Source: an optimization exercise on an open RTL-to-GDS flow (aim: small area, a short achievable clock period and few clock cycles). Production flows keep margins and buffers that such runs may drop. At most, simulation tests tie the RTL to the original design; equivalence was not proved. Power figures rest on the tool's default switching activity, not on a simulated workload.

==> onyx: inputs <==
// xcpu
module xcpu (
    input  logic        clk,
    input  logic        rst,         
    input  logic        start,
    output logic        busy,
    output logic        mem_req,
    output logic        mem_we,
    output logic [7:0]  mem_addr,
    output logic [31:0] mem_wdata,
    input  logic        mem_ready,
    input  logic [31:0] mem_rdata,
    output logic        out_valid,
    output logic [31:0] out_data,
    input  logic        out_ready,
    input  logic [3:0]  dbg_sel,
    output logic [31:0] dbg_data,
    output logic [7:0]  flags
);
Settings: LEC_CHECK=0, CAP_MARGIN=30, CORE_MARGIN=2, CORE_UTILIZATION=35, PLACE_DENSITY=0.5, SLEW_MARGIN=30; clock period 10.0 ns.
run.sh (not shown) runs the stock make flow with config.mk's settings and CLKGATE_MAP_FILE= SYNTH_SCRIPT=/design/flow/synth_recipe.tcl, a recipe that flattens the netlist after the stock synthesis.
==> inputs of quartz, as changes to onyx <==
--- a/flow/design.v
+++ b/flow/design.v
@@ -39,46 +39,43 @@
         S_PSTR,    
         S_SVCW     
     } state_t;
     state_t state;
     logic [7:0][31:0] gr;      
-    logic [31:0] xp, ip, sp, rp, expr, eip;
+    logic [31:0] xp, sp, rp, expr, eip;
+    logic [7:0]  ip;           
     logic        f_halt, f_exc, f_zero, f_equal, f_greater, f_less, f_invaddr;
     logic [31:0] intid;
     logic [4:0]  op;           
     logic [3:0]  ra;           
-    logic [3:0]  rb;           
     logic [7:0]  daddr;        
+    logic [3:0]  rb;
+    assign rb = daddr[3:0];
     logic        dvalid;       
-    logic [7:0]  sptr;         
-    logic        svalid;       
     logic [31:0] tmp;          
     logic        pend;
     logic [1:0]  pkind;
     localparam logic [1:0] K_MOVE = 2'd0, K_INC = 2'd1, K_DEC = 2'd2, K_TEST = 2'd3;
     function automatic logic valid_addr(input logic [31:0] a);
         valid_addr = (a[31:8] == 24'd0);
     endfunction
     function automatic logic valid_reg(input logic [31:0] k);
         valid_reg = (k[31:4] == 28'd0) && (k[3:0] <= 4'd13);
     endfunction
+    logic t_eq, t_lt;          
+    assign t_eq = (tmp == rda);
+    assign t_lt = ($signed(tmp) < $signed(rda));
     logic exec;                
     assign exec = pend && (state == S_OPC || state == S_EXEC);
-    logic [3:0]  idx_a;
+    logic [3:0]  idx_a, ia_q, ia_n;
+    logic        idle;         
     logic [31:0] rda;
-    always_comb begin
-        case (state)
-            S_IDLE:        idx_a = dbg_sel;
-            S_OPC, S_EXEC: idx_a = (pkind == K_MOVE || pkind == K_TEST) ? rb : ra;
-            S_OP1, S_SVCW: idx_a = 4'd0;
-            default:       idx_a = ra;
-        endcase
-    end
+    assign idx_a = idle ? dbg_sel : ia_q;
     always_comb begin
         case (idx_a)
             4'd8:    rda = xp;
-            4'd9:    rda = ip;
+            4'd9:    rda = {24'd0, ip};
             4'd10:   rda = sp;
             4'd11:   rda = rp;
             4'd12:   rda = expr;
             4'd13:   rda = eip;
             4'd14:   rda = intid;
@@ -92,11 +89,11 @@
         if (exec) begin
             alu_pass    = (pkind == K_MOVE);
             alu_inv_in  = (pkind == K_DEC);
             alu_inv_out = (pkind == K_DEC);
         end else begin                          
-            alu_pass    = !rda[31];
+            alu_pass    = !rda[31] || ((state == S_OP1) ? mem_rdata[0] : intid[0]);
             alu_inv_in  = 1'b1;
             alu_inv_out = 1'b0;
         end
     end
     assign alu_inc = (rda ^ {32{alu_inv_in}}) + 32'd1;
@@ -108,11 +105,17 @@
     logic [31:0] xp_inc;
     assign xp_inc = xp + 32'd1;
     logic [4:0] rop;
     logic       rop_known;
     assign rop       = mem_rdata[4:0];
-    assign rop_known = (mem_rdata[31:5] == 27'd0) && (rop <= 5'd22);
+    logic rd_hi0, rd_reg, rd_zero, rd_two, rd_01;
+    assign rd_hi0    = (mem_rdata[31:8] == 24'd0);
+    assign rop_known = rd_hi0 && (mem_rdata[7:5] == 3'd0) && (rop <= 5'd22);
+    assign rd_reg    = rd_hi0 && (mem_rdata[7:4] == 4'd0) && (mem_rdata[3:0] <= 4'd13);
+    assign rd_zero   = rd_hi0 && (mem_rdata[7:0] == 8'd0);
+    assign rd_two    = rd_hi0 && (mem_rdata[7:0] == 8'd2);
+    assign rd_01     = rd_hi0 && (mem_rdata[7:1] == 7'd0);
     logic op_r1;
     assign op_r1 = (op == OP_SET) || (op == OP_LOAD) || (op == OP_STORE) ||
                    (op == OP_MOVE) || (op == OP_TEST) || (op == OP_PUSH) ||
                    (op == OP_POP) || (op == OP_INC) || (op == OP_DEC);
     logic hold;
@@ -122,42 +125,40 @@
     logic ld_st, d_valid;
     assign ld_st   = (op == OP_LOAD) || (op == OP_STORE);
     assign d_valid = ld_st ? dvalid : (op == OP_POP) ? sp1_valid : sp_valid;
     typedef enum logic [2:0] { P_IDLE, P_CHAR, P_CONV, P_SKIP, P_EMIT } pmode_t;
     pmode_t      pmode;
-    logic [31:0] pdata;        
-    logic [37:0] pbcd;         
+    logic [39:0] prr;
     logic        psign;        
-    logic [4:0]  pcnt;
+    localparam int CW = $clog2(32 / BPC);
+    logic [CW-1:0] pcnt;
     logic [3:0]  pdig;
     logic p_free;              
     assign p_free = (pmode == P_IDLE) || (pmode == P_CHAR && out_ready) ||
                     (pmode == P_EMIT && !psign && pdig == 4'd0 && out_ready);
-    logic [39:0] bcd_step [BPC+1];
-    logic [31:0] bin_step [BPC+1];
+    logic [39:0] dd_step [BPC+1];
     always_comb begin
-        bcd_step[0] = {2'b00, pbcd};
-        bin_step[0] = pdata;
+        dd_step[0] = prr;
         for (int s = 0; s < BPC; s++) begin
             logic [39:0] adj;
             for (int d = 0; d < 10; d++)
-                adj[4*d +: 4] = (bcd_step[s][4*d +: 4] >= 4'd5) ? bcd_step[s][4*d +: 4] + 4'd3
-                                                                : bcd_step[s][4*d +: 4];
-            {bcd_step[s+1], bin_step[s+1]} = {adj, bin_step[s]} << 1;
+                adj[4*d +: 4] = ((int'(pcnt) * BPC + s >= 4 * d - 4) && dd_step[s][4*d +: 4] >= 4'd5)
+                                ? dd_step[s][4*d +: 4] + 4'd3 : dd_step[s][4*d +: 4];
+            dd_step[s+1] = {adj[38:0], adj[39]};
         end
     end
     logic [3:0] msd;           
     always_comb begin
         msd = 4'd0;
         for (int d = 1; d < 10; d++)
-            if (bcd_step[0][4*d +: 4] != 4'd0) msd = 4'(d);
+            if (prr[4*d +: 4] != 4'd0) msd = 4'(d);
     end
     logic [3:0] cur_digit;
-    assign cur_digit = bcd_step[0][4*pdig +: 4];
+    assign cur_digit = prr[4*pdig +: 4];
     always_comb begin
         out_valid = 1'b0;
-        out_data  = pdata;
+        out_data  = prr[39:8];
         if (pmode == P_CHAR) begin
             out_valid = 1'b1;
         end else if (pmode != P_IDLE && psign) begin
             out_valid = 1'b1;
             out_data  = 32'd45;
@@ -177,12 +178,12 @@
                 mem_req  = d_valid;
                 mem_we   = (op == OP_STORE) || (op == OP_PUSH);
                 mem_addr = ld_st ? daddr : (op == OP_POP) ? sp[7:0] + 8'd1 : sp[7:0];
             end
             S_PSTR: begin
-                mem_req  = svalid;
-                mem_addr = sptr;
+                mem_req  = dvalid;
+                mem_addr = daddr;
             end
             default: ;
         endcase
     end
     assign busy  = (state != S_IDLE) || (pmode != P_IDLE);
@@ -202,11 +203,11 @@
     logic        op_ld, ra_ld, rb_ld, ra_sp, intid_ld;
     logic        pend_set, pend_clr;
     logic [1:0]  pkind_n;
     logic        sptr_ld, sptr_inc;
     logic        pj_int, pj_chr;
-    assign wb = exec ? alu_res : mem_rdata;
+    assign wb = (exec || (state == S_OP1 && op == OP_INT) || state == S_SVCW) ? alu_res : mem_rdata;
     always_comb begin
         nstate   = state;
         gw       = 1'b0;
         xp_src   = X_KEEP;
         ip_we    = 1'b0;
@@ -276,23 +277,23 @@
             S_OP1: begin
                 if (!xp_valid) begin
                     set_inv = 1'b1;
                     set_exc = 1'b1;
                 end else if (mem_ready) begin
-                    if (op_r1 && !valid_reg(mem_rdata)) begin
+                    if (op_r1 && !rd_reg) begin
                         set_exc = 1'b1;
                     end else begin
                         xp_src = X_INC;
                         ra_ld  = 1'b1;
                         nstate = S_OPC;
                         case (op)
                             OP_INT: begin
                                 intid_ld = 1'b1;
-                                if (mem_rdata == 32'd2) begin
+                                if (rd_two) begin
                                     sptr_ld = 1'b1;
                                     nstate  = S_PSTR;
-                                end else if (mem_rdata[31:1] == 31'd0) begin
+                                end else if (rd_01) begin
                                     if (p_free) begin
                                         pj_int = !mem_rdata[0];
                                         pj_chr = mem_rdata[0];
                                     end else begin
                                         nstate = S_SVCW;
@@ -323,11 +324,11 @@
             S_OP2: begin
                 if (!xp_valid) begin
                     set_inv = 1'b1;
                     set_exc = 1'b1;
                 end else if (mem_ready) begin
-                    if ((op == OP_MOVE || op == OP_TEST) && !valid_reg(mem_rdata)) begin
+                    if ((op == OP_MOVE || op == OP_TEST) && !rd_reg) begin
                         set_exc = 1'b1;
                     end else begin
                         xp_src = X_INC;
                         rb_ld  = 1'b1;
                         nstate = S_OPC;
@@ -371,19 +372,19 @@
                 if (!xp_valid) begin
                     set_inv = 1'b1;
                     set_exc = 1'b1;
                 end else if (mem_ready) begin
                     xp_src = X_INC;
-                    if (mem_rdata == 32'd0) nstate = S_OPC;
+                    if (rd_zero) nstate = S_OPC;
                 end
             end
             S_PSTR: begin
-                if (!svalid) begin
+                if (!dvalid) begin
                     set_inv = 1'b1;
                     set_exc = 1'b1;
                 end else if (mem_ready && p_free) begin
-                    if (mem_rdata == 32'd0) begin
+                    if (rd_zero) begin
                         nstate = S_OPC;
                     end else begin
                         pj_chr   = 1'b1;
                         sptr_inc = 1'b1;
                     end
@@ -424,22 +425,22 @@
     end
     always_ff @(posedge clk) begin
         if (rst)                               xp <= 32'd0;
         else if (gw && ra == XP)               xp <= wb;
         else if (xp_src != X_KEEP)             xp <= xp_d;
-        if (rst)                               ip <= 32'd0;
-        else if (ip_we)                        ip <= xp;
+        if (rst)                               ip <= 8'd0;
+        else if (ip_we)                        ip <= xp[7:0];
         if (rst)                               sp <= 32'd0;
         else if (gw && ra == SP)               sp <= wb;
         else if (run_init)                     sp <= 32'd255;
         if (rst || run_init)                   rp <= 32'd0;
         else if (gw && ra == RP)               rp <= wb;
         else if (rp_call)                      rp <= xp_inc;
         if (rst)                               expr <= 32'd0;
         else if ((gw && ra == EXP) || exp_set) expr <= wb;
         if (rst)                               eip <= 32'd0;
-        else if (eip_ip)                       eip <= ip;
+        else if (eip_ip)                       eip <= {24'd0, ip};
         else if (eip_xp)                       eip <= xp;
         else if (gw && ra == EIP)              eip <= wb;
         if (rst)                               intid <= 32'd0;
         else if (intid_ld)                     intid <= mem_rdata;
     end
@@ -461,36 +462,49 @@
             if (clr_exc)  f_exc  <= 1'b0;
             if (set_exc)  f_exc  <= 1'b1;
             if (set_inv)  f_invaddr <= 1'b1;
             if (exec && pkind == K_TEST) begin
                 f_zero    <= (tmp == 32'd0);
-                f_equal   <= (tmp == rda);
-                f_greater <= ($signed(tmp) > $signed(rda));
-                f_less    <= ($signed(tmp) < $signed(rda));
+                f_equal   <= t_eq;
+                f_greater <= !t_lt && !t_eq;
+                f_less    <= t_lt;
             end
             if (pend_set)      pend <= 1'b1;
             else if (pend_clr) pend <= 1'b0;
         end
     end
+    logic [3:0] ra_n, rb_n;
+    logic [1:0] pk_n;
+    always_comb begin
+        ra_n = ra_ld ? mem_rdata[3:0] : ra_sp ? SP : ra;
+        rb_n = rb_ld ? mem_rdata[3:0] : rb;
+        pk_n = pend_set ? pkind_n : pkind;
+        case (nstate)
+            S_OPC, S_EXEC: ia_n = (pk_n == K_MOVE || pk_n == K_TEST) ? rb_n : ra_n;
+            S_OP1, S_SVCW: ia_n = 4'd0;
+            default:       ia_n = ra_n;
+        endcase
+    end
     always_ff @(posedge clk) begin
+        idle <= rst || nstate == S_IDLE;
+        ia_q <= ia_n;
         tmp <= rda;
         if (op_ld) op <= rop;
         if (ra_ld) ra <= mem_rdata[3:0];
         if (ra_sp) ra <= SP;
         if (rb_ld) begin
-            rb     <= mem_rdata[3:0];
             daddr  <= mem_rdata[7:0];
-            dvalid <= valid_addr(mem_rdata);
+            dvalid <= rd_hi0;
         end
         if (pend_set) pkind <= pkind_n;
         if (sptr_ld) begin
-            sptr   <= rda[7:0];
-            svalid <= valid_addr(rda);
+            daddr  <= rda[7:0];
+            dvalid <= valid_addr(rda);
         end
         if (sptr_inc) begin
-            sptr <= sptr + 8'd1;
-            if (sptr == 8'd255) svalid <= 1'b0;
+            daddr <= daddr + 8'd1;
+            if (daddr == 8'd255) dvalid <= 1'b0;
         end
     end
     always_ff @(posedge clk) begin
         if (rst) begin
             pmode <= P_IDLE;
@@ -498,14 +512,13 @@
         end else begin
             case (pmode)
                 P_CHAR: if (out_ready) pmode <= P_IDLE;
                 P_CONV: begin
                     if (psign && out_ready) psign <= 1'b0;
-                    pbcd  <= bcd_step[BPC][37:0];
-                    pdata <= bin_step[BPC];
-                    pcnt  <= pcnt + 5'd1;
-                    if (pcnt == 5'(32 / BPC - 1)) pmode <= P_SKIP;
+                    prr   <= dd_step[BPC];
+                    pcnt  <= pcnt + 1'b1;
+                    if (pcnt == CW'(32 / BPC - 1)) pmode <= P_SKIP;
                 end
                 P_SKIP: begin
                     if (psign && out_ready) psign <= 1'b0;
                     pdig  <= msd;
                     pmode <= P_EMIT;
@@ -520,16 +533,15 @@
                 end
                 default: ;
             endcase
             if (pj_chr) begin
                 pmode <= P_CHAR;
-                pdata <= (state == S_PSTR) ? mem_rdata : rda;
+                prr   <= {wb, 8'd0};
             end else if (pj_int) begin
                 pmode <= P_CONV;
-                pdata <= alu_res;
+                prr   <= {wb, 8'd0};
                 psign <= rda[31];
-                pbcd  <= '0;
                 pcnt  <= '0;
             end
         end
     end
 endmodule
SETUP_SLACK_MARGIN = 3   (was unset)
==> results.txt <==
Post-placement cell count: quartz 4,837; onyx 5,266
Most common cell after layout, fill and taps aside: quartz sky130_fd_sc_hd__edfxtp_1; onyx sky130_fd_sc_hd__nand2_1
Reg2Reg Depth: quartz 14; onyx 22
Number of CTS-inserted buffers: quartz 70; onyx 76
Mapped Nets: quartz 3,720; onyx 4,056
Proportion of cell area occupied by multi-input gates: quartz 45.0%; onyx 43.9%
Status: quartz complete, no violations; onyx complete, no violations
End point of the critical path: quartz dbg_data[12]; onyx mem_wdata[15]
Library cell with the highest instance count after synthesis: quartz sky130_fd_sc_hd__edfxtp_1; onyx sky130_fd_sc_hd__nand2_1
Worst-case register-to-register setup slack: quartz 3530 ps; onyx 2530 ps
Starting DRT DRC Count: quartz 5,090; onyx 3,715
Vertical die dimension: quartz 314 µm; onyx 326 µm
Cell count after synthesis: quartz 3,608; onyx 3,937
Vias after detailed routing: quartz 32,000; onyx 33,000
Reported sequential group power: quartz 2.70 mW; onyx 3.43 mW
Area share of the largest cell type after synthesis: quartz 28.3%; onyx 29.6%
Tap cell count: quartz 1,265; onyx 1,380
Starting utilization of the core area: quartz 35.4%; onyx 35.2%
Final worst path period share: quartz 71.1%; onyx 80.7%
Number of nets at the end of the flow: quartz 3,766; onyx 4,084
Fin area: quartz 0.0394 mm²; onyx 0.0420 mm²
Testbench counts of onyx, summed over its fixed seeds: cycles 37,369.
Only the layout flow was run in quartz; the RTL was not checked for function there.

==> what the ideal ports hide <==
The flow's constraints put no driver on any port. The routed layouts listed below were extracted and timed again, unchanged, in two steps.
Step 1 (the two cells are an assumption about what drives the block):
set clk [get_ports {clk}]
set_driving_cell -lib_cell sky130_fd_sc_hd__clkbuf_16 $clk
set_driving_cell -lib_cell sky130_fd_sc_hd__buf_2 [delete_from_list [all_inputs] $clk]
Step 2 also shifts input and output timing later by t, the mid clock arrival at the registers, as if the neighbouring blocks saw the same clock.
Slacks: no drivers / after step 1 / after step 2; pairs: no drivers / after step 1.
run | shift t [ns] | slack for setup (ns) | worst setup path at the end | latest minus earliest clock arrival (ns) | slew at the worst register clock pin (ns)
onyx | 0.726 | 1.927 / 1.892 / 1.550 | input to register | 0.030 / 0.030 | 0.07 / 0.07
quartz | 0.701 | 2.889 / 2.847 / 2.313 | input to register | 0.039 / 0.039 | 0.07 / 0.07
After both steps setup and hold are still met in every run listed. The setup slack of quartz, which loses most, moves by -0.042 ns with the drivers and by -0.576 ns with both steps.
